This is an optimization exercise on Yosys and OpenROAD, whose aim is small area, a short achievable clock period and few clock cycles, not a production implementation.
Function was checked by simulation only, so behaviour that the tests miss may differ from the original.
Power and IR drop assume default switching activity.

`flow/design.v`:
```
module bilinear_scaler (
    input  wire        clk,
    input  wire        rst,
    input  wire        start,
    input  wire        ch4,
    input  wire [15:0] src_addr,
    input  wire [15:0] dst_addr,
    input  wire [11:0] old_w,
    input  wire [11:0] old_h,
    input  wire [11:0] new_w,
    input  wire [11:0] new_h,
    output reg         busy,
    output reg         done,
    output reg         error,
    output reg         mem_valid,
    output reg         mem_we,
    output reg  [15:0] mem_addr,
    output reg  [7:0]  mem_wdata,
    input  wire        mem_ready,
    input  wire [7:0]  mem_rdata
);
    reg        c4;
    reg [11:0] ow, oh;           
    reg [11:0] owm1, ohm1, nw, nh;
    reg [13:0] dnw, dnh;         
    reg [15:0] stride;           
    reg [23:0] den;              
    reg [25:0] den3;             
    reg        fetching;         
    reg [12:0] rx, ry;           
    reg [15:0] pa;               
    reg [15:0] row;              
    reg [15:0] sch;              
    reg [11:0] xc, yc;           
    reg [1:0]  k;                
    reg        par;              
    reg [7:0]  ct0, cb0, ct1, cb1;    
    reg        vt0, vb0, vt1, vb1;
    reg [2:0]  o_tap;            
    reg        mac_hold;         
    reg [3:0]  inflight;         
    reg [15:0] dptr;             
    reg [15:0] dch;              
    reg [5:0]  sv;               
    reg        m_par;
    reg [7:0]  m_p0, m_p1;       
    reg [11:0] m_wx0, m_wx1, m_wy0, m_wy1;
    reg        m_triv, m_lch;
    reg [19:0] ha_s, ha_c;
    reg [19:0] hreg;
    reg [11:0] s_wy0, s_wy1;
    reg        s_triv, s_lch;
    reg [31:0] ps, pc;
    reg [31:0] num;
    reg        a_triv, a_lch;
    reg        den_run;          
    reg [2:0]  den_sv;
    reg        usel;
    reg [23:0] d0_r, d1_r;
    reg [7:0]  d0_l, d1_l;
    reg        d0_triv, d1_triv, d0_lch, d1_lch;
    reg [3:0]  d0_sv, d1_sv;     
    reg [1:0]  qn;
    reg [7:0]  q0, q1;
    reg        q0_lch, q1_lch;
    wire adv   = !mem_valid || mem_ready;
    wire rd_ok = mem_valid && !mem_we;
    wire        xnorm = (rx >= {1'b0, nw});
    wire        ynorm = (ry >= {1'b0, nh});
    wire        xi = (rx != 13'd0);
    wire        yi = (ry != 13'd0);
    wire        triv = !xi && !yi;
    wire [11:0] nrx = nw - rx[11:0];
    wire [11:0] nry = nh - ry[11:0];
    wire [1:0]  cn1 = c4 ? 2'd3 : 2'd2;
    wire [15:0] cval = c4 ? 16'd4 : 16'd3;
    wire va = par ? vt1 : vt0;
    wire vb = par ? vt0 : vt1;
    wire vc = par ? vb1 : vb0;
    wire vd = par ? vb0 : vb1;
    wire arr_a = rd_ok && o_tap[1:0] == 2'd0;
    wire arr_b = rd_ok && o_tap[1:0] == 2'd1;
    wire arr_c = rd_ok && o_tap[1:0] == 2'd2;
    wire arr_d = rd_ok && o_tap[1:0] == 2'd3;
    wire miss_a = !(va || arr_a);
    wire miss_b = xi && !(vb || arr_b);
    wire miss_c = yi && !(vc || arr_c);
    wire miss_d = xi && yi && !(vd || arr_d);
    wire pos_ok = fetching && !xnorm && !ynorm;
    wire any_miss = miss_a || miss_b || miss_c || miss_d;
    wire rd_place = pos_ok && any_miss;
    wire last_px = (xc == 12'd0) && (yc == 12'd0);
    wire pipe_empty = (sv[4:0] == 5'd0) && (d0_sv == 4'd0) && (d1_sv == 4'd0);
    wire byp_ok   = triv && pipe_empty;
    wire issue    = pos_ok && !any_miss && (byp_ok || !mac_hold);
    reg  [1:0]  rtap;
    reg  [15:0] toff;
    always @(*) begin
        if (miss_a)      begin rtap = 2'd0; toff = 16'd0;          end
        else if (miss_b) begin rtap = 2'd1; toff = cval;           end
        else if (miss_c) begin rtap = 2'd2; toff = stride;         end
        else             begin rtap = 2'd3; toff = stride + cval;  end
    end
    wire [15:0] rd_addr = pa + toff;
    wire [12:0] rxa = rx + {1'b0, owm1};
    wire [13:0] rxb = {1'b0, rx} + dnw;
    wire        rxw = !rxb[13];
    wire [12:0] rya = ry + {1'b0, ohm1};
    wire [13:0] ryb = {1'b0, ry} + dnh;
    wire        ryw = !ryb[13];
    wire [7:0] ia = arr_a ? mem_rdata : (par ? ct1 : ct0);
    wire [7:0] ib = arr_b ? mem_rdata : (par ? ct0 : ct1);
    wire [7:0] tc = m_par ? cb1 : cb0;
    wire [7:0] td = m_par ? cb0 : cb1;
    wire [19:0] ha_s_c, ha_c_c;
    csa_mac2 u_h (.p0(m_p0), .p1(m_p1), .w0(m_wx0), .w1(m_wx1),
                  .s(ha_s_c), .c(ha_c_c));
    wire [31:0] ps_c, pc_c;
    csa_mul u_mul (.a(hreg), .b(s_wy0), .s(ps_c), .c(pc_c));
    wire [31:0] sum_c = (sv[4] ? num : 32'd0) + ps + pc;
    wire [25:0] t0  = {d0_r, d0_l[7:6]};
    wire [26:0] t0a = {1'b0, t0} - {3'b0, den};
    wire [26:0] t0b = {1'b0, t0} - {2'b0, den, 1'b0};
    wire [26:0] t0c = {1'b0, t0} - {1'b0, den3};
    wire [23:0] n0_r = !t0c[26] ? t0c[23:0] : !t0b[26] ? t0b[23:0] :
                       !t0a[26] ? t0a[23:0] : t0[23:0];
    wire [7:0]  n0_l = {d0_l[5:0], !t0b[26], !t0c[26] | (!t0a[26] & t0b[26])};
    wire [25:0] t1  = {d1_r, d1_l[7:6]};
    wire [26:0] t1a = {1'b0, t1} - {3'b0, den};
    wire [26:0] t1b = {1'b0, t1} - {2'b0, den, 1'b0};
    wire [26:0] t1c = {1'b0, t1} - {1'b0, den3};
    wire [23:0] n1_r = !t1c[26] ? t1c[23:0] : !t1b[26] ? t1b[23:0] :
                       !t1a[26] ? t1a[23:0] : t1[23:0];
    wire [7:0]  n1_l = {d1_l[5:0], !t1b[26], !t1c[26] | (!t1a[26] & t1b[26])};
    wire       res0 = d0_sv[3];
    wire       res1 = d1_sv[3];
    wire       res_now = res0 || res1;
    wire [7:0] res_q = res0 ? (d0_triv ? d0_l : n0_l) : (d1_triv ? d1_l : n1_l);
    wire       res_lch = res0 ? d0_lch : d1_lch;
    wire push_now = res_now || (issue && byp_ok);
    wire wr_now = (qn != 2'd0) && (!rd_place || qn == 2'd2 || (qn == 2'd1 && (res_now || byp_ok)));
    wire [7:0] push_q   = res_now ? res_q : ia;
    wire       push_lch = res_now ? res_lch : last_px;
    always @(posedge clk) begin
        if (rst) begin
            busy      <= 1'b0;
            done      <= 1'b0;
            error     <= 1'b0;
            mem_valid <= 1'b0;
            fetching  <= 1'b0;
            inflight  <= 4'd0;
            sv        <= 6'd0;
            den_sv    <= 3'd0;
            d0_sv     <= 4'd0;
            d1_sv     <= 4'd0;
            qn        <= 2'd0;
            mac_hold  <= 1'b0;
        end else if (!busy) begin
            done      <= 1'b0;
            mem_valid <= 1'b0;
            sv        <= 6'd0;
            d0_sv     <= 4'd0;
            d1_sv     <= 4'd0;
            qn        <= 2'd0;
            mac_hold  <= 1'b0;
            inflight  <= 4'd0;
            den_sv    <= {2'b00, start};
            if (start) begin
                error <= 1'b0;
                if (old_w == 12'd0 || old_h == 12'd0 ||
                    new_w == 12'd0 || new_h == 12'd0) begin
                    error <= 1'b1;
                    done  <= 1'b1;
                end else begin
                    busy     <= 1'b1;
                    fetching <= 1'b1;
                end
            end
        end else if (adv) begin
            sv       <= {sv[4:0], issue && !byp_ok};
            den_sv   <= {den_sv[1:0], 1'b0};
            d0_sv    <= {d0_sv[2:0], sv[4] && !usel};
            d1_sv    <= {d1_sv[2:0], sv[4] && usel};
            mac_hold <= issue && !byp_ok;
            qn       <= qn + {1'b0, push_now} - {1'b0, wr_now};
            if (issue && !wr_now)
                inflight <= inflight + 4'd1;
            else if (!issue && wr_now)
                inflight <= inflight - 4'd1;
            if (wr_now || rd_place)
                mem_valid <= 1'b1;
            else
                mem_valid <= 1'b0;
            if (issue && last_px && (k == cn1))
                fetching <= 1'b0;
            if (!fetching && inflight == 4'd0) begin
                busy      <= 1'b0;
                done      <= 1'b1;
                mem_valid <= 1'b0;
            end
        end
    end
    always @(posedge clk) begin
        owm1   <= ow - 12'd1;
        ohm1   <= oh - 12'd1;
        dnw    <= {2'b0, ow} - 14'd1 - {2'b0, nw};
        dnh    <= {2'b0, oh} - 14'd1 - {2'b0, nh};
        stride <= c4 ? {2'b0, ow, 2'b0} : {4'b0, ow} + {3'b0, ow, 1'b0};
    end
    always @(posedge clk) begin
        if (!busy) begin
            c4     <= ch4;
            ow     <= old_w;
            oh     <= old_h;
            nw     <= new_w;
            nh     <= new_h;
            hreg   <= {8'd0, new_w};
            s_wy0  <= new_h;
            usel   <= 1'b0;
            pa     <= src_addr;
            row    <= src_addr;
            sch    <= src_addr;
            dptr   <= dst_addr;
            dch    <= dst_addr;
            rx     <= 13'd0;
            ry     <= 13'd0;
            xc     <= new_w - 12'd1;
            yc     <= new_h - 12'd1;
            k      <= 2'd0;
            par    <= 1'b0;
            ct0 <= 8'd0; cb0 <= 8'd0; ct1 <= 8'd0; cb1 <= 8'd0;
            vt0 <= 1'b0; vb0 <= 1'b0; vt1 <= 1'b0; vb1 <= 1'b0;
            mem_we <= 1'b0;
        end else if (adv) begin
            if (sv[0]) begin
                m_p0 <= tc;
                m_p1 <= td;
            end
            ha_s <= ha_s_c;
            ha_c <= ha_c_c;
            hreg <= ha_s + ha_c;
            if (sv[1]) begin
                s_wy0  <= m_wy0;
                s_wy1  <= m_wy1;
                s_triv <= m_triv;
                s_lch  <= m_lch;
            end
            if (sv[2])
                s_wy0 <= s_wy1;
            ps <= ps_c;
            pc <= pc_c;
            if (sv[3] || den_sv[1])
                num <= sum_c;
            if (den_sv[2])
                den <= num[23:0];
            den3 <= {2'b0, den} + {1'b0, den, 1'b0};
            if (sv[3]) begin
                a_triv <= s_triv;
                a_lch  <= s_lch;
            end
            if (sv[4])
                usel <= !usel;
            if (sv[4] && !usel) begin
                d0_r    <= sum_c[31:8];
                d0_l    <= sum_c[7:0];
                d0_triv <= a_triv;
                d0_lch  <= a_lch;
            end else if (!d0_triv) begin
                d0_r <= n0_r;
                d0_l <= n0_l;
            end
            if (sv[4] && usel) begin
                d1_r    <= sum_c[31:8];
                d1_l    <= sum_c[7:0];
                d1_triv <= a_triv;
                d1_lch  <= a_lch;
            end else if (!d1_triv) begin
                d1_r <= n1_r;
                d1_l <= n1_l;
            end
            case ({push_now, wr_now})
                2'b10: begin
                    if (qn == 2'd0) begin q0 <= push_q; q0_lch <= push_lch; end
                    else            begin q1 <= push_q; q1_lch <= push_lch; end
                end
                2'b01: begin
                    q0 <= q1; q0_lch <= q1_lch;
                end
                2'b11: begin
                    if (qn == 2'd1) begin q0 <= push_q; q0_lch <= push_lch; end
                    else begin q0 <= q1; q0_lch <= q1_lch; q1 <= push_q; q1_lch <= push_lch; end
                end
                default: ;
            endcase
            if (rd_ok) begin
                case ({o_tap[1], o_tap[0] ^ o_tap[2]})
                    2'b00: ct0 <= mem_rdata;
                    2'b01: ct1 <= mem_rdata;
                    2'b10: cb0 <= mem_rdata;
                    default: cb1 <= mem_rdata;
                endcase
                case ({o_tap[1], o_tap[0] ^ o_tap[2]})
                    2'b00: vt0 <= 1'b1;
                    2'b01: vt1 <= 1'b1;
                    2'b10: vb0 <= 1'b1;
                    default: vb1 <= 1'b1;
                endcase
            end
            if (wr_now) begin
                mem_we    <= 1'b1;
                mem_addr  <= dptr;
                mem_wdata <= q0;
                if (q0_lch) begin
                    dptr <= dch + 16'd1;
                    dch  <= dch + 16'd1;
                end else begin
                    dptr <= dptr + cval;
                end
            end else if (rd_place) begin
                mem_we    <= 1'b0;
                mem_addr  <= rd_addr;
                o_tap     <= {par, rtap};
            end
            if (issue) begin
                m_par  <= par;
                m_p0   <= ia;
                m_p1   <= ib;
                m_wx0  <= triv ? 12'd1 : nrx;
                m_wx1  <= rx[11:0];
                m_wy0  <= triv ? 12'd1 : nry;
                m_wy1  <= ry[11:0];
                m_triv <= triv;
                m_lch  <= last_px;
                if (xc != 12'd0) begin
                    xc <= xc - 12'd1;
                    if (rxw) begin
                        rx  <= rxb[12:0];
                        pa  <= pa + cval;
                        par <= !par;
                        if (par) begin vt1 <= 1'b0; vb1 <= 1'b0; end
                        else     begin vt0 <= 1'b0; vb0 <= 1'b0; end
                    end else begin
                        rx <= rxa;
                    end
                end else begin
                    vt0 <= 1'b0; vb0 <= 1'b0; vt1 <= 1'b0; vb1 <= 1'b0;
                    rx <= 13'd0;
                    xc <= nw - 12'd1;
                    if (yc != 12'd0) begin
                        yc <= yc - 12'd1;
                        if (ryw) begin
                            ry  <= ryb[12:0];
                            row <= row + stride;
                            pa  <= row + stride;
                        end else begin
                            ry  <= rya;
                            pa  <= row;
                        end
                    end else if (k != cn1) begin
                        k   <= k + 2'd1;
                        yc  <= nh - 12'd1;
                        ry  <= 13'd0;
                        sch <= sch + 16'd1;
                        row <= sch + 16'd1;
                        pa  <= sch + 16'd1;
                    end
                end
            end else if (fetching && xnorm) begin
                rx  <= rx - {1'b0, nw};
                pa  <= pa + cval;
                par <= !par;
                if (par) begin vt1 <= 1'b0; vb1 <= 1'b0; end
                else     begin vt0 <= 1'b0; vb0 <= 1'b0; end
            end else if (fetching && ynorm) begin
                ry  <= ry - {1'b0, nh};
                row <= row + stride;
                pa  <= row + stride;
            end
        end
    end
endmodule
module csa_mul (
    input  wire [19:0] a,
    input  wire [11:0] b,
    output wire [31:0] s,
    output wire [31:0] c
);
    wire [31:0] r0 = b[0] ? ({12'd0, a} << 0) : 32'd0;
    wire [31:0] r1 = b[1] ? ({12'd0, a} << 1) : 32'd0;
    wire [31:0] r2 = b[2] ? ({12'd0, a} << 2) : 32'd0;
    wire [31:0] r3 = b[3] ? ({12'd0, a} << 3) : 32'd0;
    wire [31:0] r4 = b[4] ? ({12'd0, a} << 4) : 32'd0;
    wire [31:0] r5 = b[5] ? ({12'd0, a} << 5) : 32'd0;
    wire [31:0] r6 = b[6] ? ({12'd0, a} << 6) : 32'd0;
    wire [31:0] r7 = b[7] ? ({12'd0, a} << 7) : 32'd0;
    wire [31:0] r8 = b[8] ? ({12'd0, a} << 8) : 32'd0;
    wire [31:0] r9 = b[9] ? ({12'd0, a} << 9) : 32'd0;
    wire [31:0] r10 = b[10] ? ({12'd0, a} << 10) : 32'd0;
    wire [31:0] r11 = b[11] ? ({12'd0, a} << 11) : 32'd0;
    wire [31:0] s0_0 = r0 ^ r1 ^ r2;
    wire [31:0] c0_0_m = (r0 & r1) | (r0 & r2) | (r1 & r2);
    wire [31:0] c0_0 = {c0_0_m[30:0], 1'b0};
    wire [31:0] s0_1 = r3 ^ r4 ^ r5;
    wire [31:0] c0_1_m = (r3 & r4) | (r3 & r5) | (r4 & r5);
    wire [31:0] c0_1 = {c0_1_m[30:0], 1'b0};
    wire [31:0] s0_2 = r6 ^ r7 ^ r8;
    wire [31:0] c0_2_m = (r6 & r7) | (r6 & r8) | (r7 & r8);
    wire [31:0] c0_2 = {c0_2_m[30:0], 1'b0};
    wire [31:0] s0_3 = r9 ^ r10 ^ r11;
    wire [31:0] c0_3_m = (r9 & r10) | (r9 & r11) | (r10 & r11);
    wire [31:0] c0_3 = {c0_3_m[30:0], 1'b0};
    wire [31:0] s1_0 = s0_0 ^ c0_0 ^ s0_1;
    wire [31:0] c1_0_m = (s0_0 & c0_0) | (s0_0 & s0_1) | (c0_0 & s0_1);
    wire [31:0] c1_0 = {c1_0_m[30:0], 1'b0};
    wire [31:0] s1_1 = c0_1 ^ s0_2 ^ c0_2;
    wire [31:0] c1_1_m = (c0_1 & s0_2) | (c0_1 & c0_2) | (s0_2 & c0_2);
    wire [31:0] c1_1 = {c1_1_m[30:0], 1'b0};
    wire [31:0] s2_0 = s1_0 ^ c1_0 ^ s1_1;
    wire [31:0] c2_0_m = (s1_0 & c1_0) | (s1_0 & s1_1) | (c1_0 & s1_1);
    wire [31:0] c2_0 = {c2_0_m[30:0], 1'b0};
    wire [31:0] s2_1 = c1_1 ^ s0_3 ^ c0_3;
    wire [31:0] c2_1_m = (c1_1 & s0_3) | (c1_1 & c0_3) | (s0_3 & c0_3);
    wire [31:0] c2_1 = {c2_1_m[30:0], 1'b0};
    wire [31:0] s3_0 = s2_0 ^ c2_0 ^ s2_1;
    wire [31:0] c3_0_m = (s2_0 & c2_0) | (s2_0 & s2_1) | (c2_0 & s2_1);
    wire [31:0] c3_0 = {c3_0_m[30:0], 1'b0};
    wire [31:0] s4_0 = s3_0 ^ c3_0 ^ c2_1;
    wire [31:0] c4_0_m = (s3_0 & c3_0) | (s3_0 & c2_1) | (c3_0 & c2_1);
    wire [31:0] c4_0 = {c4_0_m[30:0], 1'b0};
    assign s = s4_0;
    assign c = c4_0;
endmodule
module csa_mac2 (
    input  wire [7:0] p0,
    input  wire [7:0] p1,
    input  wire [11:0] w0,
    input  wire [11:0] w1,
    output wire [19:0] s,
    output wire [19:0] c
);
    wire [19:0] r0_0 = p0[0] ? ({8'd0, w0} << 0) : 20'd0;
    wire [19:0] r0_1 = p0[1] ? ({8'd0, w0} << 1) : 20'd0;
    wire [19:0] r0_2 = p0[2] ? ({8'd0, w0} << 2) : 20'd0;
    wire [19:0] r0_3 = p0[3] ? ({8'd0, w0} << 3) : 20'd0;
    wire [19:0] r0_4 = p0[4] ? ({8'd0, w0} << 4) : 20'd0;
    wire [19:0] r0_5 = p0[5] ? ({8'd0, w0} << 5) : 20'd0;
    wire [19:0] r0_6 = p0[6] ? ({8'd0, w0} << 6) : 20'd0;
    wire [19:0] r0_7 = p0[7] ? ({8'd0, w0} << 7) : 20'd0;
    wire [19:0] r1_0 = p1[0] ? ({8'd0, w1} << 0) : 20'd0;
    wire [19:0] r1_1 = p1[1] ? ({8'd0, w1} << 1) : 20'd0;
    wire [19:0] r1_2 = p1[2] ? ({8'd0, w1} << 2) : 20'd0;
    wire [19:0] r1_3 = p1[3] ? ({8'd0, w1} << 3) : 20'd0;
    wire [19:0] r1_4 = p1[4] ? ({8'd0, w1} << 4) : 20'd0;
    wire [19:0] r1_5 = p1[5] ? ({8'd0, w1} << 5) : 20'd0;
    wire [19:0] r1_6 = p1[6] ? ({8'd0, w1} << 6) : 20'd0;
    wire [19:0] r1_7 = p1[7] ? ({8'd0, w1} << 7) : 20'd0;
    wire [19:0] s0_0 = r0_0 ^ r0_1 ^ r0_2;
    wire [19:0] c0_0_m = (r0_0 & r0_1) | (r0_0 & r0_2) | (r0_1 & r0_2);
    wire [19:0] c0_0 = {c0_0_m[18:0], 1'b0};
    wire [19:0] s0_1 = r0_3 ^ r0_4 ^ r0_5;
    wire [19:0] c0_1_m = (r0_3 & r0_4) | (r0_3 & r0_5) | (r0_4 & r0_5);
    wire [19:0] c0_1 = {c0_1_m[18:0], 1'b0};
    wire [19:0] s0_2 = r0_6 ^ r0_7 ^ r1_0;
    wire [19:0] c0_2_m = (r0_6 & r0_7) | (r0_6 & r1_0) | (r0_7 & r1_0);
    wire [19:0] c0_2 = {c0_2_m[18:0], 1'b0};
    wire [19:0] s0_3 = r1_1 ^ r1_2 ^ r1_3;
    wire [19:0] c0_3_m = (r1_1 & r1_2) | (r1_1 & r1_3) | (r1_2 & r1_3);
    wire [19:0] c0_3 = {c0_3_m[18:0], 1'b0};
    wire [19:0] s0_4 = r1_4 ^ r1_5 ^ r1_6;
    wire [19:0] c0_4_m = (r1_4 & r1_5) | (r1_4 & r1_6) | (r1_5 & r1_6);
    wire [19:0] c0_4 = {c0_4_m[18:0], 1'b0};
    wire [19:0] s1_0 = s0_0 ^ c0_0 ^ s0_1;
    wire [19:0] c1_0_m = (s0_0 & c0_0) | (s0_0 & s0_1) | (c0_0 & s0_1);
    wire [19:0] c1_0 = {c1_0_m[18:0], 1'b0};
    wire [19:0] s1_1 = c0_1 ^ s0_2 ^ c0_2;
    wire [19:0] c1_1_m = (c0_1 & s0_2) | (c0_1 & c0_2) | (s0_2 & c0_2);
    wire [19:0] c1_1 = {c1_1_m[18:0], 1'b0};
    wire [19:0] s1_2 = s0_3 ^ c0_3 ^ s0_4;
    wire [19:0] c1_2_m = (s0_3 & c0_3) | (s0_3 & s0_4) | (c0_3 & s0_4);
    wire [19:0] c1_2 = {c1_2_m[18:0], 1'b0};
    wire [19:0] s2_0 = s1_0 ^ c1_0 ^ s1_1;
    wire [19:0] c2_0_m = (s1_0 & c1_0) | (s1_0 & s1_1) | (c1_0 & s1_1);
    wire [19:0] c2_0 = {c2_0_m[18:0], 1'b0};
    wire [19:0] s2_1 = c1_1 ^ s1_2 ^ c1_2;
    wire [19:0] c2_1_m = (c1_1 & s1_2) | (c1_1 & c1_2) | (s1_2 & c1_2);
    wire [19:0] c2_1 = {c2_1_m[18:0], 1'b0};
    wire [19:0] s3_0 = s2_0 ^ c2_0 ^ s2_1;
    wire [19:0] c3_0_m = (s2_0 & c2_0) | (s2_0 & s2_1) | (c2_0 & s2_1);
    wire [19:0] c3_0 = {c3_0_m[18:0], 1'b0};
    wire [19:0] s3_1 = c2_1 ^ c0_4 ^ r1_7;
    wire [19:0] c3_1_m = (c2_1 & c0_4) | (c2_1 & r1_7) | (c0_4 & r1_7);
    wire [19:0] c3_1 = {c3_1_m[18:0], 1'b0};
    wire [19:0] s4_0 = s3_0 ^ c3_0 ^ s3_1;
    wire [19:0] c4_0_m = (s3_0 & c3_0) | (s3_0 & s3_1) | (c3_0 & s3_1);
    wire [19:0] c4_0 = {c4_0_m[18:0], 1'b0};
    wire [19:0] s5_0 = s4_0 ^ c4_0 ^ c3_1;
    wire [19:0] c5_0_m = (s4_0 & c4_0) | (s4_0 & c3_1) | (c4_0 & c3_1);
    wire [19:0] c5_0 = {c5_0_m[18:0], 1'b0};
    assign s = s5_0;
    assign c = c5_0;
endmodule
```
`flow/run.sh`:
```
#!/bin/bash
# synth_recipe.tcl (not shown) runs the flow's synth.tcl, then flattens the netlist and writes it again
# the make line also repeats each setting of config.mk as NAME=value (left out here)
make -C /OpenROAD-flow-scripts/flow DESIGN_CONFIG=/design/flow/config.mk WORK_HOME=/design/flow/orfs CLKGATE_MAP_FILE= SYNTH_SCRIPT=/design/flow/synth_recipe.tcl finish
```
`flow/config.mk`:
```
export PLATFORM = sky130hd
export DESIGN_NAME = bilinear_scaler
export DESIGN_NICKNAME = bilinear_scaler
export VERILOG_FILES = /design/flow/design.v
export SDC_FILE = /design/flow/constraint.sdc
export NUM_CORES = 4
export LEC_CHECK = 0
export CAP_MARGIN = 20
export CORE_MARGIN = 2
export CORE_UTILIZATION = 40
export SLEW_MARGIN = 20
```
`flow/constraint.sdc`:
```
create_clock -name core_clock -period 13.0 [get_ports {clk}]
set_input_delay 2.6000 -clock core_clock [delete_from_list [all_inputs] [get_ports {clk}]]
set_output_delay 2.6000 -clock core_clock [all_outputs]
set_load 0.01 [all_outputs]
```
==> key figures, run 1 <==
Power and ir drop
  – Sequential Power Share: 36.3%
  – Peak VDD IR: 0.000127 V
  – Clock power share: 30.8%
  – Internal Power: 5.31 mW
  – Leak Pwr: 27.3 nW
  – P_sw: 2.91 mW
  – Power density cells: 123 nW/um^2
  – Logic pwr share: 32.9%
  – Sw frac: 35.4%

Synth
  – Netlist cell types: 94
  – Synth area leader: edfxtp_1
  – Yosys top cell area share: 27.3%
  – Ys async rst share: 0%
  – Mapped Nets: 7253
  – Synth Cell Area: 60300 um^2
  – Syn Area/Cell: 9.61 um^2
  – Post-synthesis sequential area ratio: 32.9%
  – Primary FF master, synth: edfxtp_1
  – Syn Inst Count: 6274
  – Post-synth EDFFs: 549
  – Yosys warns: 1
  – Register bit total from synthesis: 717
  – Synth area leaders: edfxtp_1 27%, fa_1 13%, ha_1 10%, dfxtp_1 5.6%, a21oi_1 3.9%

Detailed routing
  – Via count: 45500
  – Post-DRT Antenna Nets: 0
  – Drt drc: 0
  – Via density: 5.42
  – Initial DRC count: 3244
  – DR WL/cell: 19.7 um
  – Routed wire length: 165000 um
  – DR pass1 iterations: 5

Critical path
  – Critical path class: flop to flop
  – R2R setup slack: 7.63 ns
  – Worst EP required: 13.58 ns
  – Crit path arrival time: 5.95 ns
  – Worst path cell trace: nor4_1, nand4_1, a31o_2, a311oi_4, nand3_1, a221oi_4, nand2_2, inv_2, ha_1, inv_1, ha_1, a21o_1, a21oi_1, xnor2_1, nand2_1, xor2_1, nor2_1
  – Crit-path max FO: 17
  – Slowest CP cell: nand4_1
  – Critical path's top delay family: simple AND/OR/NAND/NOR gates
  – Worst path max stage delay: 0.65 ns
  – Critical Path Sink Type: flop
  – Bufs and invs on worst path: 2
  – Worst setup SP type: flop
  – Most frequent cell on the critical path: ha_1

STA
  – Unrepaired setup endpoints after global routing: false
  – Max Transition Viols Final: 0
  – Minimum clock period: 5.37 ns
  – Final worst-path cycle share: 41.3%
  – Worst Tran Pin Value: 1.27 ns
  – Post-Route Skew: 0.0745 ns
  – Worst slew margin: 14.7%
  – Maximum clock frequency: 186 MHz
  – Final WS setup: 7.63 ns
  – Setup TNS: 0 ns
  – Final hold vios: 0
  – Setup violators final: 0

Die
  – DIE HEIGHT: 392 um
  – Die width: 392 um
  – # rows: 142
  – Ports: 122
  – Die ar.: 154000 um^2
  – Core area: 150000 um^2
  – Initial Util: 40.3%

Place
  – Dpl hpwl: 129000 um
  – GP Congestion: 0.917
  – PortBufs: 121
  – Place WS: 7.18 ns
  – Dpl cell area: 63600 um^2

Run
  – Max cap viols: 0

Cells and area
  – Share of cells above drive strength 1: 4.59%
  – Most frequent cells in the layout: 561 x inv_1, 549 x edfxtp_1, 504 x nand2_1, 498 x ha_1, 476 x nor2_1
  – Synth-to-Final Area Change: 10.5%
  – Most common cell after layout, fill and taps aside: inv_1
  – Final #Nets: 7283
  – Final Cell Area: 66600 um^2

Clocking
  – Hold bufs inserted after CTS: 0
  – Worst-Skew Late Latency: 0.73 ns
  – Clock Tree Buf Depth: 3
  – CTS Buf Count: 89
  – Clock sink total: 717
  – Max H-tree Level: 3
  – CTS root buffer: clkbuf_16
  – Post-CTS setup buffers: 0
  – CTS tree: done
  – Cts repair resizes: 0
  – Clk slew on worst S/H paths: 0.06 ns

Global route
  – Tot GR Track Use: 21.5%
  – Initial antenna violation count: 12
  – Vias in the first global route: 46000
  – Largest net degree at the start of global routing: 78
  – Global-route wire length before repair: 260000 um
  – Total congestion overflow: 0

Status
  – Status: finished clean

Hold path
  – Worst min path class: flop to flop
==> layout make-up <==
class	instances	area, um^2
Inverter	565	2130
Tap cell	2016	2520
Antenna cell	4	10.0
Fill cell	14200	83200
Sequential cell	717	19900
Multi-Input combinational cell	4758	37500
Clock inverter	51	514
Timing Repair Buffer	173	1610
Clock buffer	117	2470
==> metrics by stage <==
stage | cells | hold WS [ns] | util, % | power, mW
2_1_floorplan | 6274 | 0.400 | - | 4.84
3_3_place_gp | 8226 | 0.400 | 42.5 | 5.73
3_5_place_dp | 8226 | 0.406 | 42.5 | 5.76
4_1_cts | 8394 | 0.419 | 44.5 | 8.33
5_1_grt | 8399 | 0.425 | 44.5 | 8.75
6_report | 8401 | 0.417 | 44.5 | 8.22
==> cells in the mapped netlist, drive strengths merged (12+ instances only) <==
master / n
inv: 565
edfxtp: 549
nand2: 507
ha: 498
nor2: 480
a21oi: 472
fa: 388
and2: 336
o21ai: 277
xnor2: 240
clkbuf: 197
dfxtp: 168
xor2: 152
a21o: 134
mux2i: 119
nand3: 119
nor3: 119
nor2b: 74
o211ai: 69
o21a: 65
a211oi: 63
a31oi: 52
and3: 47
nand2b: 41
or3: 41
a21boi: 39
mux2: 38
buf: 37
nor4: 34
nand4: 33
a22oi: 26
o21bai: 24
o31ai: 24
a221oi: 20
a211o: 17
or2: 15
a2111oi: 14
and4: 13
o22ai: 12
==> state kept, by name (all words and copies together), names as in the netlist, 13 cells and up <==
register and cells:
dnh 14, pa 16, hreg 20, dptr 16, d1_r 24, d0_r 24, dch 16, ps 32
mem_addr 16, ry 13, sch 16, rx 13, row 16, stride 14, den 24, ha_c 16
ha_s 20, num 32, den3 26, dnw 14, pc 26
==> final timing paths <==
path | depth (start not counted) | from | to
max | 17 | rx[1] | inflight[3]
min | 0 | q0[1] | mem_wdata[1]
max reg2reg | 17 | rx[1] | inflight[3]
min reg2reg | 0 | q0[1] | mem_wdata[1]
==> power groups by stage <==
| stage | Clock, mW | Sequential [mW] | Combinational, mW |
|---|---|---|---|
| 4_1_cts | 2.59 | 2.99 | 2.75 |
| 2_1_floorplan | 0 | 2.94 | 1.90 |
| 3_5_place_dp | 0 | 3.03 | 2.72 |
| 6_report | 2.53 | 2.99 | 2.70 |
| 5_1_grt | 2.68 | 3.01 | 3.06 |
| 3_3_place_gp | 0 | 3.03 | 2.70 |
==> logic make-up after synthesis <==
kind of cell    Yosys count  share of synthesized area, %
simple gates           1890                          15.2
compound gates         1433                          15.2
fa+ha+maj               886                          23.2
buf+inv                 799                          5.06
flops                   717                          32.9
xor+xnor                392                          5.69
mux                     157                          2.68
==> layer usage <==
metal  global-route usage [%]  wire length, um
met5                        0               85
met1                     27.6            71300
met2                     37.6            81000
met4                     6.59             4520
met3                     2.79             8390
Testbench counts, summed over its fixed seeds: cycles 105,048.
==> run 2: changes to the inputs <==
--- a/flow/design.v
+++ b/flow/design.v
@@ -21,7 +21,7 @@
 );
     reg        c4;
     reg [11:0] ow, oh;           
-    reg [11:0] owm1, ohm1, nw, nh;
+    reg [11:0] nw, nh;
     reg [13:0] dnw, dnh;         
     reg [15:0] stride;           
     reg [23:0] den;              
@@ -102,11 +102,11 @@
         else             begin rtap = 2'd3; toff = stride + cval;  end
     end
     wire [15:0] rd_addr = pa + toff;
-    wire [12:0] rxa = rx + {1'b0, owm1};
     wire [13:0] rxb = {1'b0, rx} + dnw;
+    wire [13:0] rxa = rxb + {2'b0, nw};
     wire        rxw = !rxb[13];
-    wire [12:0] rya = ry + {1'b0, ohm1};
     wire [13:0] ryb = {1'b0, ry} + dnh;
+    wire [13:0] rya = ryb + {2'b0, nh};
     wire        ryw = !ryb[13];
     wire [7:0] ia = arr_a ? mem_rdata : (par ? ct1 : ct0);
     wire [7:0] ib = arr_b ? mem_rdata : (par ? ct0 : ct1);
@@ -201,8 +201,6 @@
         end
     end
     always @(posedge clk) begin
-        owm1   <= ow - 12'd1;
-        ohm1   <= oh - 12'd1;
         dnw    <= {2'b0, ow} - 14'd1 - {2'b0, nw};
         dnh    <= {2'b0, oh} - 14'd1 - {2'b0, nh};
         stride <= c4 ? {2'b0, ow, 2'b0} : {4'b0, ow} + {3'b0, ow, 1'b0};
@@ -340,7 +338,7 @@
                         if (par) begin vt1 <= 1'b0; vb1 <= 1'b0; end
                         else     begin vt0 <= 1'b0; vb0 <= 1'b0; end
                     end else begin
-                        rx <= rxa;
+                        rx <= rxa[12:0];
                     end
                 end else begin
                     vt0 <= 1'b0; vb0 <= 1'b0; vt1 <= 1'b0; vb1 <= 1'b0;
@@ -353,7 +351,7 @@
                             row <= row + stride;
                             pa  <= row + stride;
                         end else begin
-                            ry  <= rya;
+                            ry  <= rya[12:0];
                             pa  <= row;
                         end
                     end else if (k != cn1) begin
==> key figures, run 2 <==
Global route
  – Initial antenna violation count: 1 (was 12)
  – Met3 Usage GRT: 1.96% (was 2.79%)
  – Total congestion overflow: 0 (unchanged)
  – GRT met2 Usage: 37.0% (was 37.6%)
  – GR Util met1: 29.1% (was 27.6%)
  – Global-route wire length before repair: 261000 um (was 260000 um)
  – Vias in the first global route: 46400 (was 46000)
  – Tot GR Track Use: 21.8% (was 21.5%)
  – Largest net degree at the start of global routing: 89 (was 78)
  – Most Crowded Layer GR: met2 (unchanged)

Clocking
  – Hold bufs inserted after CTS: 0 (unchanged)
  – Cts repair resizes: 0 (unchanged)
  – Clock Tree Buf Depth: 3 (unchanged)
  – Worst-Skew Late Latency: 0.72 ns (was 0.73 ns)
  – Clk slew on worst S/H paths: 0.06 ns (about the same)
  – Max H-tree Level: 3 (unchanged)
  – Clock sink total: 693 (was 717)
  – CTS tree: done (unchanged)
  – CTS root buffer: clkbuf_16 (unchanged)
  – CTS Buf Count: 85 (was 89)
  – Post-CTS setup buffers: 0 (unchanged)

Die
  – Die ar.: 152000 um^2 (was 154000 um^2)
  – Core area: 147000 um^2 (was 150000 um^2)
  – Ports: 122 (unchanged)
  – DIE HEIGHT: 389 um (was 392 um)
  – Die width: 389 um (was 392 um)
  – # rows: 141 (was 142)
  – Initial Util: 40.3% (about the same)

Critical path
  – Worst setup SP type: flop (unchanged)
  – Critical path's top delay family: simple AND/OR/NAND/NOR gates (unchanged)
  – Worst path max stage delay: 0.61 ns (was 0.65 ns)
  – R2R setup slack: 7.73 ns (was 7.63 ns)
  – Worst EP required: 13.35 ns (was 13.58 ns)
  – Worst r2r src: rx[1] (unchanged)
  – Worst path cell trace: nor4_1, nand4_1, a31o_1, a311o_1, nor4b_4, nand2_2, clkinv_2, buf_4, nand2_2, or3_1, nand2_1 (was nor4_1, nand4_1, a31o_2, a311oi_4, nand3_1, a221oi_4, nand2_2, inv_2, ha_1, inv_1, ha_1, a21o_1, a21oi_1, xnor2_1, nand2_1, xor2_1, nor2_1)
  – Crit-path max FO: 29 (was 17)
  – Slowest CP cell: nand2_1 (was nand4_1)
  – Reg2reg end: sch[9] (was inflight[3])
  – Crit path arrival time: 5.61 ns (was 5.95 ns)
  – Reg2Reg Depth: 11 (was 17)
  – Critical Path Sink Type: flop (unchanged)
  – Most frequent cell on the critical path: nand2_2 (was ha_1)
  – Critical path class: flop to flop (unchanged)
  – Bufs and invs on worst path: 2 (unchanged)

Hold path
  – Hold endpoint: mem_wdata[2] (was mem_wdata[1])
  – Startpoint of the worst hold path: q0[2] (was q0[1])
  – Worst min path class: flop to flop (unchanged)
  – Hold Crit Depth: 0 (unchanged)

Cells and area
  – Number of diodes: 0 (was 4)
  – Most frequent cells in the layout: 549 x edfxtp_1, 544 x inv_1, 492 x nand2_1, 492 x ha_1, 483 x nor2_1 (was 561 x inv_1, 549 x edfxtp_1, 504 x nand2_1, 498 x ha_1, 476 x nor2_1)
  – Most common cell after layout, fill and taps aside: edfxtp_1 (was inv_1)
  – Largest registers: num: 32 flops, ps: 32 flops (unchanged)
  – Fillers: 14000 (was 14200)
  – Layout Utilization: 44.4% (was 44.5%)
  – Final #Nets: 7177 (was 7283)
  – Share of cells above drive strength 1: 4.70% (was 4.59%)
  – Synth-to-Final Area Change: 10.3% (was 10.5%)

Status
  – Status: finished clean (unchanged)

Detailed routing
  – Post-DRT Antenna Nets: 0 (unchanged)
  – Drt drc: 0 (unchanged)
  – Via density: 5.56 (was 5.42)
  – Via count: 45600 (was 45500)
  – DR WL/cell: 20.3 um (was 19.7 um)
  – Initial DRC count: 3306 (was 3244)
  – DR pass1 iterations: 5 (unchanged)
  – Routed wire length: 166000 um (was 165000 um)

Synth
  – Syn Inst Count: 6180 (was 6274)
  – Mapped Nets: 7153 (was 7253)
  – Synth area leaders: edfxtp_1 28%, fa_1 13%, ha_1 10%, dfxtp_1 4.9%, a21oi_1 3.8% (was edfxtp_1 27%, fa_1 13%, ha_1 10%, dfxtp_1 5.6%, a21oi_1 3.9%)
  – Ys async rst share: 0% (unchanged)
  – Primary FF master, synth: edfxtp_1 (unchanged)
  – Post-synthesis sequential area ratio: 32.6% (was 32.9%)
  – Synth area leader: edfxtp_1 (unchanged)
  – Yosys warns: 1 (unchanged)
  – Netlist cell types: 88 (was 94)
  – Post-synth EDFFs: 549 (unchanged)
  – Syn Area/Cell: 9.61 um^2 (about the same)
  – Yosys top cell area share: 27.8% (was 27.3%)
  – Register bit total from synthesis: 693 (was 717)
  – Commonest cells in the netlist: 549 x edfxtp_1, 546 x inv_1, 492 x ha_1, 492 x nand2_1, 486 x nor2_1 (was 562 x inv_1, 549 x edfxtp_1, 504 x nand2_1)
  – Synth Cell Area: 59400 um^2 (was 60300 um^2)
  – Most numerous cell in the Yosys netlist: edfxtp_1 (was inv_1)

STA
  – Worst slew margin: 23.4% (was 14.7%)
  – Maximum clock frequency: 190 MHz (was 186 MHz)
  – Worst Tran Pin Value: 1.15 ns (was 1.27 ns)
  – Max Transition Viols Final: 0 (unchanged)
  – Minimum clock period: 5.27 ns (was 5.37 ns)
  – Final hold vios: 0 (unchanged)
  – Post-Route Skew: 0.0600 ns (was 0.0745 ns)
  – Final worst-path cycle share: 40.5% (was 41.3%)
  – Setup violators final: 0 (unchanged)
  – Unrepaired setup endpoints after global routing: false (unchanged)
  – Setup TNS: 0 ns (unchanged)

Run
  – Max cap viols: 0 (unchanged)

Power and ir drop
  – Power density cells: 125 nW/um^2 (was 123 nW/um^2)
  – Design Power: 8.17 mW (was 8.22 mW)
  – Peak VDD IR: 0.000104 V (was 0.000127 V)
  – Leak Pwr: 26.9 nW (was 27.3 nW)

Place
  – Dpl hpwl: 131000 um (was 129000 um)
  – PortBufs: 121 (unchanged)
  – GP Congestion: 0.937 (was 0.917)
[run 2: area by class of cell]
cell class | instances | area [um^2] | area share (%)
Clock inverter | 55 | 594 | 0.907
Sequential cell | 693 | 19400 | 29.6
Timing Repair Buffer | 169 | 1580 | 2.41
Inverter | 550 | 2070 | 3.17
Multi-Input combinational cell | 4705 | 37100 | 56.7
Clock buffer | 104 | 2330 | 3.56
Tap cell | 1930 | 2410 | 3.69
[run 2: how the worst max path moves through the flow]
| stage | start | to | cells after the start |
|---|---|---|---|
| after detailed placement | mem_ready | d1_l[0] | 5 |
| after CTS | rx[1] | sch[15] | 11 |
| final | rx[1] | sch[9] | 11 |
| after global placement | mem_ready | d1_l[6] | 5 |
| after global routing | c4 | mem_addr[14] | 19 |
| after floorplan | mem_ready | q1[0] | 4 |
[run 2: stage by stage]
stage | hold WS (ns) | area (um^2) | instances | setup WS, ns
floorplan | 0.400 | 59400 | 6180 | 6.38
detailed placement | 0.405 | 62600 | 8047 | 7.61
global placement | 0.402 | 62600 | 8047 | 7.65
CTS | 0.413 | 65500 | 8206 | 7.77
global route | 0.417 | 65500 | 8206 | 7.41
finish | 0.416 | 65500 | 8206 | 7.73
[run 2: worst reg2reg max path, cell delays in order, from the launching register on]
cell,delay (ns)
dfxtp_1,0.40
nor4_1,0.55
nand4_1,0.43
a31o_1,0.51
a311o_1,0.47
nor4b_4,0.30
nand2_2,0.10
clkinv_2,0.37
buf_4,0.47
nand2_2,0.14
or3_1,0.54
nand2_1,0.62
[run 2: per-layer routing]
| layer | vias to the layer above | part of all wire (%) |
|---|---|---|
| met5 | - | 0 |
| met4 | 0 | 3.1 |
| met3 | 259 | 5.0 |
| met2 | 1266 | 47 |
| met1 | 22400 | 44 |
| li1 | 21700 | - |
[run 2: logic make-up (layout without fill, tap and decap cells)]
group           after synthesis  in the layout  share of synthesized area [%]
buf+inv                     782            878                           4.98
flops                       693            693                           32.6
fa+ha+maj                   880            880                           23.4
mux                         169            169                           2.92
xor+xnor                    386            386                           5.69
compound gates             1377           1377                           14.8
simple gates               1893           1893                           15.5
[run 2: power breakdown]
part	internal (mW)	switching [mW]	leakage, nW	total [mW]
clock	1.42	1.06	1.42	2.47
sequential	2.71	0.192	6.54	2.91
combinational	1.09	1.70	18.9	2.79
total	5.22	2.95	26.9	8.17
Testbench counts of run 2, summed over its fixed seeds: cycles 105,048.
==> run 3: changes to the inputs <==
--- a/flow/design.v
+++ b/flow/design.v
@@ -138,7 +138,7 @@
     wire [7:0] res_q = res0 ? (d0_triv ? d0_l : n0_l) : (d1_triv ? d1_l : n1_l);
     wire       res_lch = res0 ? d0_lch : d1_lch;
     wire push_now = res_now || (issue && byp_ok);
-    wire wr_now = (qn != 2'd0) && (!rd_place || qn == 2'd2 || (qn == 2'd1 && (res_now || byp_ok)));
+    wire wr_now = (qn != 2'd0) && (!rd_place || qn == 2'd2);
     wire [7:0] push_q   = res_now ? res_q : ia;
     wire       push_lch = res_now ? res_lch : last_px;
     always @(posedge clk) begin
==> key figures, run 3 <==
STA
  – Final worst-path cycle share: 42.9% (was 40.5%)
  – Maximum clock frequency: 179 MHz (was 190 MHz)
  – Worst Tran Pin Value: 1.12 ns (was 1.15 ns)
  – Unrepaired setup endpoints after global routing: false (unchanged)
  – Minimum clock period: 5.58 ns (was 5.27 ns)
  – Max Transition Viols Final: 0 (unchanged)
  – Final WS setup: 7.42 ns (was 7.73 ns)
  – Setup violators final: 0 (unchanged)
  – Worst slew margin: 24.3% (was 23.4%)
  – Setup TNS: 0 ns (unchanged)
  – Post-Route Skew: 0.0608 ns (was 0.0600 ns)
  – Final hold vios: 0 (unchanged)

Synth
  – Post-synth EDFFs: 549 (unchanged)
  – Register bit total from synthesis: 693 (unchanged)
  – Largest family of logic cells by synthesized area: adder cells (unchanged)
  – Yosys warns: 1 (unchanged)
  – Synth area leaders: edfxtp_1 28%, fa_1 13%, ha_1 10%, dfxtp_1 4.9%, a21oi_1 3.7% (was edfxtp_1 28%, fa_1 13%, ha_1 10%, dfxtp_1 4.9%, a21oi_1 3.8%)
  – Syn Area/Cell: 9.64 um^2 (was 9.61 um^2)
  – Netlist cell types: 93 (was 88)
  – Mux cell area share after synthesis: 2.66% (was 2.92%)
  – Mapped Nets: 7129 (was 7153)
  – Primary FF master, synth: edfxtp_1 (unchanged)
  – Post-synthesis xor/xnor area fraction: 5.72% (was 5.69%)
  – Most numerous cell in the Yosys netlist: edfxtp_1 (unchanged)
  – Synth Cell Area: 59400 um^2 (about the same)
  – Synth area leader: edfxtp_1 (unchanged)
  – Ys async rst share: 0% (unchanged)
  – Compound-Gate Fraction of Synth Area: 15.3% (was 14.8%)
  – Syn Inst Count: 6156 (was 6180)
  – Post-synthesis sequential area ratio: 32.6% (about the same)
  – Post-synthesis adder-cell area fraction: 23.5% (was 23.4%)
  – Yosys top cell area share: 27.8% (about the same)
  – Simple-Gate Fraction of Synth Area: 15.3% (was 15.5%)
  – Commonest cells in the netlist: 549 x edfxtp_1, 536 x inv_1, 492 x ha_1 (was 549 x edfxtp_1, 546 x inv_1, 492 x ha_1, 492 x nand2_1, 486 x nor2_1)

Clocking
  – Cts repair resizes: 0 (unchanged)
  – CTS Buf Count: 83 (was 85)
  – Max H-tree Level: 3 (unchanged)
  – CTS tree: done (unchanged)
  – Post-CTS setup buffers: 0 (unchanged)
  – Clk slew on worst S/H paths: 0.06 ns (about the same)
  – CTS root buffer: clkbuf_16 (unchanged)
  – Hold bufs inserted after CTS: 0 (unchanged)
  – Clock Tree Buf Depth: 3 (unchanged)
  – Clock sink total: 693 (unchanged)
  – Worst-Skew Late Latency: 0.73 ns (was 0.72 ns)

Die
  – Die ar.: 151000 um^2 (was 152000 um^2)
  – # rows: 141 (unchanged)
  – Initial Util: 40.2% (was 40.3%)
  – Ports: 122 (unchanged)
  – Die width: 389 um (about the same)
  – Core area: 147000 um^2 (unchanged)
  – DIE HEIGHT: 389 um (about the same)

Cells and area
  – Most common cell after layout, fill and taps aside: edfxtp_1 (unchanged)
  – Largest registers: num: 32 flops, ps: 32 flops (unchanged)
  – Synth-to-Final Area Change: 10.1% (was 10.3%)
  – Layout Utilization: 44.3% (was 44.4%)
  – Final #Nets: 7162 (was 7177)
  – Share of cells above drive strength 1: 4.63% (was 4.70%)
  – Most frequent cells in the layout: 549 x edfxtp_1, 534 x inv_1, 492 x ha_1, 466 x nand2_1, 464 x nor2_1 (was 549 x edfxtp_1, 544 x inv_1, 492 x nand2_1, 492 x ha_1, 483 x nor2_1)

Power and ir drop
  – Peak VDD IR: 0.000105 V (was 0.000104 V)
  – Power density cells: 124 nW/um^2 (was 125 nW/um^2)
  – Leak Pwr: 26.5 nW (was 26.9 nW)

Global route
  – Met3 Usage GRT: 2.91% (was 1.96%)
  – GR Util met1: 28.7% (was 29.1%)
  – Initial antenna violation count: 15 (was 1)
  – Vias in the first global route: 46400 (about the same)
  – Global-route wire length before repair: 272000 um (was 261000 um)
  – Largest net degree at the start of global routing: 82 (was 89)
  – Total congestion overflow: 0 (unchanged)
  – Tot GR Track Use: 23.0% (was 21.8%)
  – Most Crowded Layer GR: met2 (unchanged)
  – GRT met2 Usage: 40.5% (was 37.0%)

Detailed routing
  – Routed wire length: 176000 um (was 166000 um)
  – Post-DRT Antenna Nets: 0 (unchanged)
  – Initial DRC count: 3520 (was 3306)
  – Via density: 5.60 (was 5.56)
  – DR WL/cell: 21.5 um (was 20.3 um)
  – Via count: 45900 (was 45600)
  – DR pass1 iterations: 6 (was 5)
  – Drt drc: 0 (unchanged)

Run
  – Max cap viols: 0 (unchanged)

Hold path
  – Worst min path class: flop to flop (unchanged)
  – Startpoint of the worst hold path: m_wy1[5] (was q0[2])
  – Hold endpoint: s_wy1[5] (was mem_wdata[2])
  – Hold Crit Depth: 0 (unchanged)

Critical path
  – Worst EP required: 13.55 ns (was 13.35 ns)
  – Crit path arrival time: 6.13 ns (was 5.61 ns)
  – Reg2Reg Depth: 21 (was 11)
  – Critical Path Sink Type: flop (unchanged)
  – Critical path class: flop to flop (unchanged)
  – Reg2reg end: inflight[3] (was sch[9])
  – Worst r2r src: nw[1] (was rx[1])
  – Crit-path max FO: 25 (was 29)
  – Worst setup SP type: flop (unchanged)
  – R2R setup slack: 7.42 ns (was 7.73 ns)

Place
  – GP Congestion: 0.946 (was 0.937)
  – Dpl hpwl: 139000 um (was 131000 um)
  – Place WS: 7.45 ns (was 7.61 ns)
  – PortBufs: 121 (unchanged)

Status
  – Status: finished clean (unchanged)
==> run 3: cell count changes after synthesis, moves of 13 or more <==
cell / change
mux2i_1: -35
o21a_1: +13
nand2_1: -26
nor3_1: +14
nand3_1: -19
mux2_2: +17
o21ai_0: +16
a21oi_1: -13
nor2_1: -14
==> run 3: area by class of cell <==
| cell class | count | area [um^2] |
|---|---|---|
| fillers | 14000 | 82200 |
| multi-input cells | 4696 | 37200 |
| flip-flops and latches | 693 | 19400 |
| well taps | 1930 | 2410 |
| clock buffers | 104 | 2190 |
| inverters | 537 | 2020 |
| repair buffers | 178 | 1640 |
| clock inverters | 50 | 528 |
| diodes | 4 | 10.0 |
==> run 3: worst max path at each step <==
stage | start | endpoint | slack, ns | cells after the start
after global placement | nw[1] | inflight[3] | 7.48 | 21
after CTS | nw[1] | inflight[3] | 7.45 | 21
after global routing | nw[1] | inflight[3] | 6.90 | 21
after floorplan | mem_ready | q1[0] | 6.15 | 5
after detailed placement | nw[1] | inflight[3] | 7.45 | 21
final | nw[1] | inflight[3] | 7.42 | 21
==> run 3: report_power, final <==
| group | internal (mW) | switching (mW) |
|---|---|---|
| Sequential | 2.71 | 0.204 |
| Clock | 1.31 | 1.03 |
| Combinational | 1.11 | 1.73 |
| Total | 5.14 | 2.96 |
==> run 3: stage by stage <==
step | power (mW) | instance area [um^2] | cells | hold WS [ns]
2_1_floorplan | 4.83 | 59400 | 6156 | 0.400
3_3_place_gp | 5.73 | 62600 | 8033 | 0.402
3_5_place_dp | 5.80 | 62600 | 8033 | 0.405
4_1_cts | 8.15 | 65300 | 8187 | 0.416
5_1_grt | 8.58 | 65300 | 8191 | 0.425
6_report | 8.10 | 65300 | 8192 | 0.416
==> run 3: critical path, cell delays in order, from the launching register on <==
cell       delay (ns)
edfxtp_1         0.49
inv_1            0.28
ha_1             0.31
nand2b_1         0.11
a21oi_1          0.12
o2111ai_1        0.27
a21boi_0         0.18
o221a_2          0.38
nor4_1           0.76
and2_1           0.29
nor2_1           0.05
buf_4            0.20
inv_1            0.60
ha_1             0.26
inv_1            0.09
ha_1             0.29
a21o_1           0.18
a21oi_1          0.17
xnor2_1          0.14
nand2_1          0.08
xor2_1           0.14
nor2_1           0.05
==> run 3: metal layers <==
metal  vias up  part of all wire (%)
met4         6                   3.3
li1      21700                     -
met5         -                 0.026
met2      1260                    49
met1     22600                    42
met3       294                   4.9
==> run 3: logic make-up after synthesis <==
| family | Yosys count |
|---|---|
| XOR/XNOR | 388 |
| AO/OA/AOI/OAI | 1425 |
| multiplexers | 151 |
| adder cells (fa/ha/maj) | 880 |
| flip-flops | 693 |
| buffers and inverters | 767 |
| AND/OR/NAND/NOR | 1852 |
Testbench counts of run 3, summed over its fixed seeds: cycles 102,712.
==> run 4: changes to the inputs <==
--- a/flow/design.v
+++ b/flow/design.v
@@ -65,10 +65,9 @@
     reg        q0_lch, q1_lch;
     wire adv   = !mem_valid || mem_ready;
     wire rd_ok = mem_valid && !mem_we;
-    wire        xnorm = (rx >= {1'b0, nw});
-    wire        ynorm = (ry >= {1'b0, nh});
-    wire        xi = (rx != 13'd0);
-    wire        yi = (ry != 13'd0);
+    reg         xnorm, ynorm, xi, yi;
+    wire [12:0] rxn = rx - {1'b0, nw};
+    wire [12:0] ryn = ry - {1'b0, nh};
     wire        triv = !xi && !yi;
     wire [11:0] nrx = nw - rx[11:0];
     wire [11:0] nry = nh - ry[11:0];
@@ -222,6 +221,10 @@
             dch    <= dst_addr;
             rx     <= 13'd0;
             ry     <= 13'd0;
+            xnorm  <= 1'b0;
+            ynorm  <= 1'b0;
+            xi     <= 1'b0;
+            yi     <= 1'b0;
             xc     <= new_w - 12'd1;
             yc     <= new_h - 12'd1;
             k      <= 2'd0;
@@ -333,44 +336,56 @@
                     xc <= xc - 12'd1;
                     if (rxw) begin
                         rx  <= rxb[12:0];
+                        xnorm <= (rxb[12:0] >= {1'b0, nw});
+                        xi  <= (rxb[12:0] != 13'd0);
                         pa  <= pa + cval;
                         par <= !par;
                         if (par) begin vt1 <= 1'b0; vb1 <= 1'b0; end
                         else     begin vt0 <= 1'b0; vb0 <= 1'b0; end
                     end else begin
                         rx <= rxa[12:0];
+                        xi <= (rxa[12:0] != 13'd0);
                     end
                 end else begin
                     vt0 <= 1'b0; vb0 <= 1'b0; vt1 <= 1'b0; vb1 <= 1'b0;
                     rx <= 13'd0;
+                    xi <= 1'b0;
                     xc <= nw - 12'd1;
                     if (yc != 12'd0) begin
                         yc <= yc - 12'd1;
                         if (ryw) begin
                             ry  <= ryb[12:0];
+                            ynorm <= (ryb[12:0] >= {1'b0, nh});
+                            yi  <= (ryb[12:0] != 13'd0);
                             row <= row + stride;
                             pa  <= row + stride;
                         end else begin
                             ry  <= rya[12:0];
+                            yi  <= (rya[12:0] != 13'd0);
                             pa  <= row;
                         end
                     end else if (k != cn1) begin
                         k   <= k + 2'd1;
                         yc  <= nh - 12'd1;
                         ry  <= 13'd0;
+                        yi  <= 1'b0;
                         sch <= sch + 16'd1;
                         row <= sch + 16'd1;
                         pa  <= sch + 16'd1;
                     end
                 end
             end else if (fetching && xnorm) begin
-                rx  <= rx - {1'b0, nw};
+                rx  <= rxn;
+                xnorm <= (rxn >= {1'b0, nw});
+                xi  <= (rxn != 13'd0);
                 pa  <= pa + cval;
                 par <= !par;
                 if (par) begin vt1 <= 1'b0; vb1 <= 1'b0; end
                 else     begin vt0 <= 1'b0; vb0 <= 1'b0; end
             end else if (fetching && ynorm) begin
-                ry  <= ry - {1'b0, nh};
+                ry  <= ryn;
+                ynorm <= (ryn >= {1'b0, nh});
+                yi  <= (ryn != 13'd0);
                 row <= row + stride;
                 pa  <= row + stride;
             end
==> key figures, run 4 <==
Synth
  – Synth Cell Area: 61100 um^2 (was 59400 um^2)
  – Yosys warns: 1 (unchanged)
  – Syn Area/Cell: 9.54 um^2 (was 9.64 um^2)
  – Yosys top cell area share: 27.0% (was 27.8%)
  – Netlist cell types: 100 (was 93)
  – Mapped Nets: 7426 (was 7129)
  – Commonest cells in the netlist: 613 x inv_1, 549 x edfxtp_1, 540 x ha_1 (was 549 x edfxtp_1, 536 x inv_1, 492 x ha_1)
  – Ys async rst share: 0% (unchanged)
  – Synth area leader: edfxtp_1 (unchanged)
  – Register bit total from synthesis: 697 (was 693)
  – Syn Inst Count: 6405 (was 6156)
  – Post-synthesis sequential area ratio: 31.8% (was 32.6%)
  – Primary FF master, synth: edfxtp_1 (unchanged)
  – Most numerous cell in the Yosys netlist: inv_1 (was edfxtp_1)
  – Synth area leaders: edfxtp_1 27%, fa_1 13%, ha_1 11%, dfxtp_1 4.9%, and2_1 4.1% (was edfxtp_1 28%, fa_1 13%, ha_1 10%, dfxtp_1 4.9%, a21oi_1 3.7%)
  – Post-synth EDFFs: 549 (unchanged)

Cells and area
  – Synth-to-Final Area Change: 10.0% (was 10.1%)
  – Largest registers: num: 32 flops, ps: 32 flops (unchanged)
  – Fillers: 14800 (was 14000)
  – Most frequent cells in the layout: 611 x inv_1, 549 x edfxtp_1, 540 x ha_1, 517 x nor2_1, 463 x nand2_1 (was 549 x edfxtp_1, 534 x inv_1, 492 x ha_1, 466 x nand2_1, 464 x nor2_1)
  – Most common cell after layout, fill and taps aside: inv_1 (was edfxtp_1)
  – Final #Nets: 7451 (was 7162)
  – Share of cells above drive strength 1: 4.46% (was 4.63%)

Clocking
  – CTS root buffer: clkbuf_16 (unchanged)
  – Post-CTS setup buffers: 0 (unchanged)
  – Cts repair resizes: 0 (unchanged)
  – Clock Tree Buf Depth: 3 (unchanged)
  – CTS Buf Count: 84 (was 83)
  – Clk slew on worst S/H paths: 0.06 ns (about the same)
  – CTS tree: done (unchanged)
  – Max H-tree Level: 3 (unchanged)
  – Worst-Skew Late Latency: 0.71 ns (was 0.73 ns)
  – Clock sink total: 697 (was 693)
  – Hold bufs inserted after CTS: 0 (unchanged)

Power and ir drop
  – Peak VDD IR: 0.000111 V (was 0.000105 V)
  – Leak Pwr: 27.6 nW (was 26.5 nW)
  – Power density cells: 124 nW/um^2 (about the same)

Global route
  – Initial antenna violation count: 11 (was 15)
  – Vias in the first global route: 47200 (was 46400)
  – Largest net degree at the start of global routing: 77 (was 82)
  – Global-route wire length before repair: 262000 um (was 272000 um)
  – Tot GR Track Use: 21.2% (was 23.0%)
  – Total congestion overflow: 0 (unchanged)

Critical path
  – Critical path class: input pin to flop (was flop to flop)
  – Crit-path max FO: 76 (was 25)
  – Crit path arrival time: 5.63 ns (was 6.13 ns)
  – Worst path max stage delay: 0.87 ns (was 0.76 ns)
  – Critical path's top delay family: buffers and inverters (was simple AND/OR/NAND/NOR gates)
  – Critical Path Sink Type: flop (unchanged)
  – Bufs and invs on worst path: 4 (unchanged)
  – Worst EP required: 13.58 ns (was 13.55 ns)
  – Most frequent cell on the critical path: buf_4
  – Slowest CP cell: buf_4 (was nor4_1)
  – Worst path cell trace: clkdlybuf4s50_1, nand2b_1, buf_4, nand2_1, inv_6, buf_4, nand3_1, o21ai_0 (was inv_1, ha_1, nand2b_1, a21oi_1, o2111ai_1, a21boi_0, o221a_2, nor4_1, and2_1, nor2_1, buf_4, inv_1, ha_1, inv_1, ha_1, a21o_1, a21oi_1, xnor2_1, nand2_1, xor2_1, nor2_1)
  – Worst setup SP type: input pin (was flop)

Detailed routing
  – Met3 wire len: 6470 um (was 8680 um)
  – Via density: 5.43 (was 5.60)
  – Initial DRC count: 2880 (was 3520)
  – Met1 Wirelength: 70900 um (was 74500 um)
  – Post-DRT Antenna Nets: 0 (unchanged)
  – Drt drc: 0 (unchanged)
  – WL met2: 82900 um (was 87300 um)
  – Via count: 46300 (was 45900)
  – DR pass1 iterations: 6 (unchanged)
  – DR WL/cell: 19.4 um (was 21.5 um)
  – Top sig layer: met5 (unchanged)
  – Routed wire length: 166000 um (was 176000 um)

STA
  – Worst hold margin: 0.414 ns (was 0.416 ns)
  – Worst slew margin: 29.1% (was 24.3%)
  – Maximum clock frequency: 198 MHz (was 179 MHz)
  – Final worst-path cycle share: 38.9% (was 42.9%)
  – Setup violators final: 0 (unchanged)
  – Unrepaired setup endpoints after global routing: false (unchanged)
  – Final hold vios: 0 (unchanged)
  – Max Transition Viols Final: 0 (unchanged)
  – Worst Tran Pin Value: 1.04 ns (was 1.12 ns)
  – Setup TNS: 0 ns (unchanged)
  – Minimum clock period: 5.05 ns (was 5.58 ns)
  – Post-Route Skew: 0.0804 ns (was 0.0608 ns)

Die
  – Initial Util: 40.3% (was 40.2%)
  – Die ar.: 156000 um^2 (was 151000 um^2)
  – Core area: 152000 um^2 (was 147000 um^2)
  – Ports: 122 (unchanged)
  – # rows: 143 (was 141)
  – DIE HEIGHT: 395 um (was 389 um)
  – Die width: 395 um (was 389 um)

Place
  – PortBufs: 121 (unchanged)
  – GP Congestion: 0.892 (was 0.946)
  – Dpl hpwl: 130000 um (was 139000 um)

Run
  – Max cap viols: 0 (unchanged)

Hold path
  – Worst min path class: flop to flop (unchanged)

Status
  – Status: finished clean (unchanged)
## run 4: changes by cell type after synthesis, moves of 20 or more
cell / change
and2_1: +62
ha_1: +48
inv_1: +77
mux2_2: -22
nor2_1: +50
nor3_1: +20
o21ai_0: -48
xnor2_1: +20
xor2_1: -22
## run 4: layer usage
metal	track usage [%]	up-vias
met5	0	-
li1	-	22500
met3	2.69	278
met4	6.87	12
met2	37.8	980
met1	26.4	22600
## run 4: cell type report
type / count / area [um^2] / share of cell area, %
multi-input cells: 4866 / 38500 / 57.2
flip-flops and latches: 697 / 19500 / 28.9
well taps: 2030 / 2540 / 3.78
clock buffers: 113 / 2340 / 3.49
inverters: 615 / 2320 / 3.45
repair buffers: 166 / 1550 / 2.30
clock inverters: 44 / 542 / 0.806
diodes: 1 / 2.50 / 0.00372
## run 4: path summary, 6_finish.rpt
path	startpoint	end	slack, ns	cells after the start
max	mem_ready	hreg[17]	7.95	8
min	m_wy1[8]	s_wy1[8]	0.41	0
max reg2reg	o_tap[1]	inflight[3]	8.05	17
min reg2reg	m_wy1[8]	s_wy1[8]	0.41	0
## run 4: stage by stage
stage	total power, mW	utilization [%]	std cells	cell area, um^2	setup slack (ns)
2_1_floorplan	4.98	-	6405	61100	6.06
3_3_place_gp	5.93	42.4	8374	64300	7.30
3_5_place_dp	5.96	42.4	8374	64300	7.25
4_1_cts	8.45	44.3	8531	67200	7.97
5_1_grt	8.91	44.3	8531	67200	7.64
6_report	8.36	44.3	8532	67200	7.95
## run 4: kinds of logic after synthesis
| logic type | synth area share, % |
|---|---|
| AOI/OAI and AO/OA | 14.9 |
| xor gates and xnor gates | 5.53 |
| buffers and inverters | 5.28 |
| DFF | 31.8 |
| and+or+nand+nor | 16.2 |
| adders and majority gates | 23.8 |
| muxes | 2.46 |
## run 4: report_power, final
| part | internal (mW) | total (mW) | switching [mW] |
|---|---|---|---|
| clock network | 1.43 | 2.45 | 1.03 |
| registers | 2.73 | 2.92 | 0.193 |
| logic | 1.20 | 2.98 | 1.79 |
| total | 5.35 | 8.36 | 3.01 |
Testbench counts of run 4, summed over its fixed seeds: cycles 102,712.

-- afterwards: timing with drivers on the ports --
Ports are ideal in the flow. The routed layouts listed here were re-timed in OpenROAD.
Step 1 assumes that a clkbuf_16 drives the clock port and a buf_2 every other input.
Step 2 adds t to the input delays and takes it off the output delays; t is the mean of the earliest and latest rising clock arrival at the registers after step 1. Input paths then give back, and output paths get back, about the clock's delay inside the block.
a / b / c = no drivers / after step 1 / after step 2; a / b = the first two.
run | t (ns) | slack for setup (ns) | clock arrival spread, ns | worst slew at a driven data input, ns | cell pins on the clock port's net
run 1 | 0.774 | 7.629 / 7.629 / 7.053 | 0.078 / 0.079 | 0.19 | 1
run 2 | 0.769 | 7.734 / 7.734 / 7.507 | 0.060 / 0.060 | 0.10 | 1
run 3 | 0.780 | 7.418 / 7.418 / 7.391 | 0.063 / 0.063 | 0.17 | 1
run 4 | 0.754 | 7.947 / 7.938 / 7.185 | 0.083 / 0.083 | 0.14 | 1
After both steps setup and hold are still met in every run listed. The setup slack of run 4, which loses most, moves by -0.009 ns with the drivers and by -0.762 ns with both steps.
